This design comes from an exercise in tuning for small area, a short achievable clock period and few clock cycles per item on the open sky130 flow, not from production work.
At most, simulation tests tie the RTL to the original design; equivalence was not proved.

// tryte_conv
module tryte_conv (
    input  wire       clk,
    input  wire       rst,
    input  wire       cmd_valid,
    input  wire [3:0] cmd_op,
    output wire       cmd_ready,
    input  wire       in_valid,
    input  wire [7:0] in_data,
    output wire       in_ready,
    output wire       out_valid,
    output reg  [7:0] out_data,
    input  wire       out_ready,
    output wire       done,
    output wire [1:0] err,
    output wire [7:0] err_index
);
    localparam integer KD = 2;      
    localparam integer KH = 2;      
    localparam integer NPH = 8 / KD;    
    localparam integer NHC = 384 / KH;
    localparam [3:0] OP_T2B  = 4'd1;
    localparam [3:0] OP_TR2B = 4'd2;
    localparam [3:0] OP_B2T  = 4'd3;
    localparam [3:0] OP_B2TR = 4'd4;
    localparam [3:0] OP_ZLT  = 4'd5;
    localparam [1:0] ERR_NONE    = 2'd0;
    localparam [1:0] ERR_ILLEGAL = 2'd2;
    localparam [1:0] ERR_INVALID = 2'd3;
    localparam [383:0] HALF3 = 384'h5e69ebefa87fabdfaa06a805a9f6808b48bbae3679a4c70250979d570c24486e3ade00d91484504f9f007669a5ce8964;
  ...
Size: ~12000 cells after synthesis, about 39 I/O pins.
export LEC_CHECK = 0
export ABC_CLOCK_PERIOD_IN_PS = 8000
export CAP_MARGIN = 20
export CORE_MARGIN = 2
export CORE_UTILIZATION = 45
export SETUP_SLACK_MARGIN = 3
export SLEW_MARGIN = 20
create_clock -name core_clock -period 40.0 [get_ports {clk}]
standard.sh (not shown) runs the stock make flow with config.mk's settings and CLKGATE_MAP_FILE= SYNTH_SCRIPT=/design/flow/synth_recipe.tcl, a recipe that flattens the netlist after the stock synthesis.
==> flow/flow/run.sh <==
#!/bin/bash
# Layout flow: the standard flow (standard.sh) with two changes:
#  - synthesis leaves the arithmetic to abc instead of extracting full/half
#    adder cells (ADDER_MAP_FILE empty); registers, flattening and renaming
#    are unchanged;
#  - the timing repair steps aim for 31 ns of setup slack (a 9 ns period)
#    instead of 3 ns, so that the resizer also works on the paths that set
#    the achieved period. The clock, its period and the I/O constraints are
#    the design's (constraint.sdc is used as given).
sed 's/SETUP_SLACK_MARGIN=[^ ]*/SETUP_SLACK_MARGIN=31/' standard.sh > standard_repair.sh
ADDER_MAP_FILE= bash standard_repair.sh synth > synth.log 2>&1 || exit 1
bash standard_repair.sh > layout.log 2>&1 || exit 1
Change:
--- a/flow/design.v
+++ b/flow/design.v
@@ -8,19 +8,19 @@
     input  wire [7:0] in_data,
     output wire       in_ready,
     output wire       out_valid,
     output reg  [7:0] out_data,
     input  wire       out_ready,
     output wire       done,
     output wire [1:0] err,
     output wire [7:0] err_index
 );
-    localparam integer KD = 2;      
+    localparam integer KD = 1;      
     localparam integer KH = 2;      
     localparam integer NPH = 8 / KD;    
     localparam integer NHC = 384 / KH;
     localparam [3:0] OP_T2B  = 4'd1;
     localparam [3:0] OP_TR2B = 4'd2;
     localparam [3:0] OP_B2T  = 4'd3;
     localparam [3:0] OP_B2TR = 4'd4;
     localparam [3:0] OP_ZLT  = 4'd5;
     localparam [1:0] ERR_NONE    = 2'd0;
@@ -255,47 +255,54 @@
         integer l, j, m;
         begin
             for (j = 0; j < 81; j = j + 1)
                 x[80 - j] = e[2*j +: 2];         
             for (l = 0; l < 7; l = l + 1)
                 for (j = 0; j < 81; j = j + 1)
                     if (j[l]) begin
                         m    = ((j >> l) << l) - 1;
                         y    = x[m];
-                        x[j] = x[j] + y;
+                        x[j] = {x[j][1] ^ y[1] ^ (x[j][0] & y[0]), x[j][0] ^ y[0]};
                     end
             for (j = 0; j < 81; j = j + 1)
                 suffix_sum4[2*j +: 2] = x[80 - j];
         end
     endfunction
+    function [4:0] qdig;           
+        input [1:0] r;
+        input [4:0] d;
+        reg   [6:0] t;
+        begin
+            t    = {1'b0, r, 4'd0} + {2'd0, r, 3'd0} + {4'd0, r, 1'b0} + {5'd0, r} + {5'd0, d[1:0]};
+            qdig = t[6:2] + {2'd0, d[4:2]};
+        end
+    endfunction
     function [406:0] div4_step;
         input [404:0] x;
         reg [161:0] e, sfx;
         reg [4:0]   d;
         reg [1:0]   s, r;
-        reg [6:0]   t;
         integer i;
         begin
             for (i = 0; i < 81; i = i + 1) begin
                 d = x[5*i +: 5];
                 e[2*i +: 2] = i[0] ? {d[1] ^ d[0], d[0]} : d[1:0];
             end
             sfx = suffix_sum4(e);
             for (i = 0; i < 81; i = i + 1) begin
                 d = x[5*i +: 5];
                 if (i == 80)
                     r = 2'd0;
                 else begin
                     s = sfx[2*(i+1) +: 2];
                     r = i[0] ? s : {s[1] ^ s[0], s[0]};    
                 end
-                t = 7'd27 * {5'd0, r} + {2'd0, d};
-                div4_step[5*i +: 5] = t[6:2];
+                div4_step[5*i +: 5] = qdig(r, d);
             end
             s = sfx[1:0];
             div4_step[406:405] = s;           
         end
     endfunction
     reg [3:0]   state;
     reg [3:0]   op;
     reg [7:0]   cnt;           
     reg [1:0]   tk;            
@@ -305,19 +312,19 @@
     reg [7:0]   bad_idx;
     reg [1:0]   err_r;
     reg [404:0] D;
     reg [383:0] W;
     reg         iv;            
     reg [7:0]   idat;          
     reg [7:0]   acc;           
     reg         in_open;       
     reg         isb;           
-    reg [1:0]   ph;            
+    reg [2:0]   ph;            
     reg [5:0]   nb;            
     reg [7:0]   hc;            
     reg         brw;           
     reg         zfix;          
     reg         zadd;          
     reg         zsg;           
     reg [1:0]   cmp_h;         
     reg         hprev;         
     reg [7:0]   q0, q1;
@@ -395,19 +402,19 @@
             qn <= 2'd0;
             qv <= 1'b0;
         end
     end
     wire       acc_idle  = (state == S_IDLE);
     wire       open_n    = acc_idle ? (cmd_valid && (cmd_op >= OP_T2B && cmd_op <= OP_ZLT))
                                     : (in_open && !(in_fire && acc == in_count - 8'd1));
     wire       isb_n     = acc_idle ? (cmd_op == OP_B2T || cmd_op == OP_B2TR) : isb;
     wire       iv_n      = acc_idle ? 1'b0 : (in_fire || (iv && !consume));
-    wire [1:0] ph_n      = acc_idle ? 2'd0 : (state == S_LOADB && iv) ? ph + 2'd1 : ph;
+    wire [2:0] ph_n      = acc_idle ? 3'd0 : (state == S_LOADB && iv) ? ph + 3'd1 : ph;
     always @(posedge clk) begin
         inrdy_r <= open_n && (!iv_n || !isb_n || ph_n == NPH - 1);
         if (rst)
             inrdy_r <= 1'b0;
     end
     always @(posedge clk) begin
         if (in_fire) begin
             idat <= (isb && acc == 8'd0) ? {~in_data[7], in_data[6:0]} : in_data;
             iv   <= 1'b1;
@@ -440,19 +447,19 @@
                     ti      <= 7'd0;
                     bad     <= 1'b0;
                     bad_idx <= 8'd0;
                     err_r   <= ERR_NONE;
                     nb      <= 6'd0;
                     zfix    <= 1'b0;
                     otop    <= 1'b0;
                     otr     <= (cmd_op == OP_B2TR);
                     oterm   <= 1'b0;
-                    ph      <= 2'd0;
+                    ph      <= 3'd0;
                     hc      <= 8'd0;
                     brw     <= 1'b1;
                     hprev   <= 1'b1;
                     cmp_h   <= 2'd0;
                     D       <= KINIT;
                     if (cmd_valid) begin
                         idle_r  <= 1'b0;
                         if (cmd_op == OP_T2B || cmd_op == OP_TR2B)
                             state <= S_LOADT;
@@ -491,19 +498,19 @@
                             end else begin
                                 state <= S_HALVE;
                             end
                         end
                     end
                 end
                 S_LOADB: begin
                     if (iv) begin
                         D  <= d_dbl;
-                        ph <= ph + 2'd1;
+                        ph <= ph + 3'd1;
                         if (ph_last) begin
                             nb <= nb + 6'd1;
                             if (nb == 6'd47) begin
                                 oterm <= 1'b1;
                                 state <= S_OUTT;
                             end
                         end
                     end
                 end
Effect: Cell count goes down by 30%. Critical path depth stays the same. Non-clock buffer count drops by 204. Routed wire length went down by about 35%. Utilization fell by 0.52 points. Design area goes down by 23%. Worst setup slack improved by 0.044 ns. Global-route usage came out lower by 3.9 points. Register-to-register slack gains 0.73 ns. Count of clock-buffer cells in the layout grows by 13.
Testbench counts after the change, summed over its fixed seeds: cycles 131,648, items 320.
No functional check of the RTL was part of the first run of this note.

-- afterwards: timing with drivers on the ports --
No port has a modelled driver above. Below, the same layouts with a new extraction and two added sets of constraints.
Step 1, drivers: a clkbuf_16 drives clk and a buf_2 each remaining input, both assumed.
Step 2 also shifts input and output timing later by t, the mid clock arrival at the registers, as if the neighbouring blocks saw the same clock.
Three values: ideal, step 1, step 2; two values: the first two.
run	t (ns)	setup WS [ns]	hold WS [ns]	worst register clock-pin slew, ns	cell pins on the clock port's net
the first run	0.877	30.644 / 30.559 / 30.241	0.514 / 0.514 / 0.514	0.07 / 0.07	1
the second run	0.845	30.688 / 30.605 / 30.261	0.497 / 0.497 / 0.497	0.07 / 0.07	1
After both steps every run listed still meets setup and hold. For the second run, which loses most, drivers alone change the setup slack by -0.083 ns; drivers and shift together by -0.427 ns.
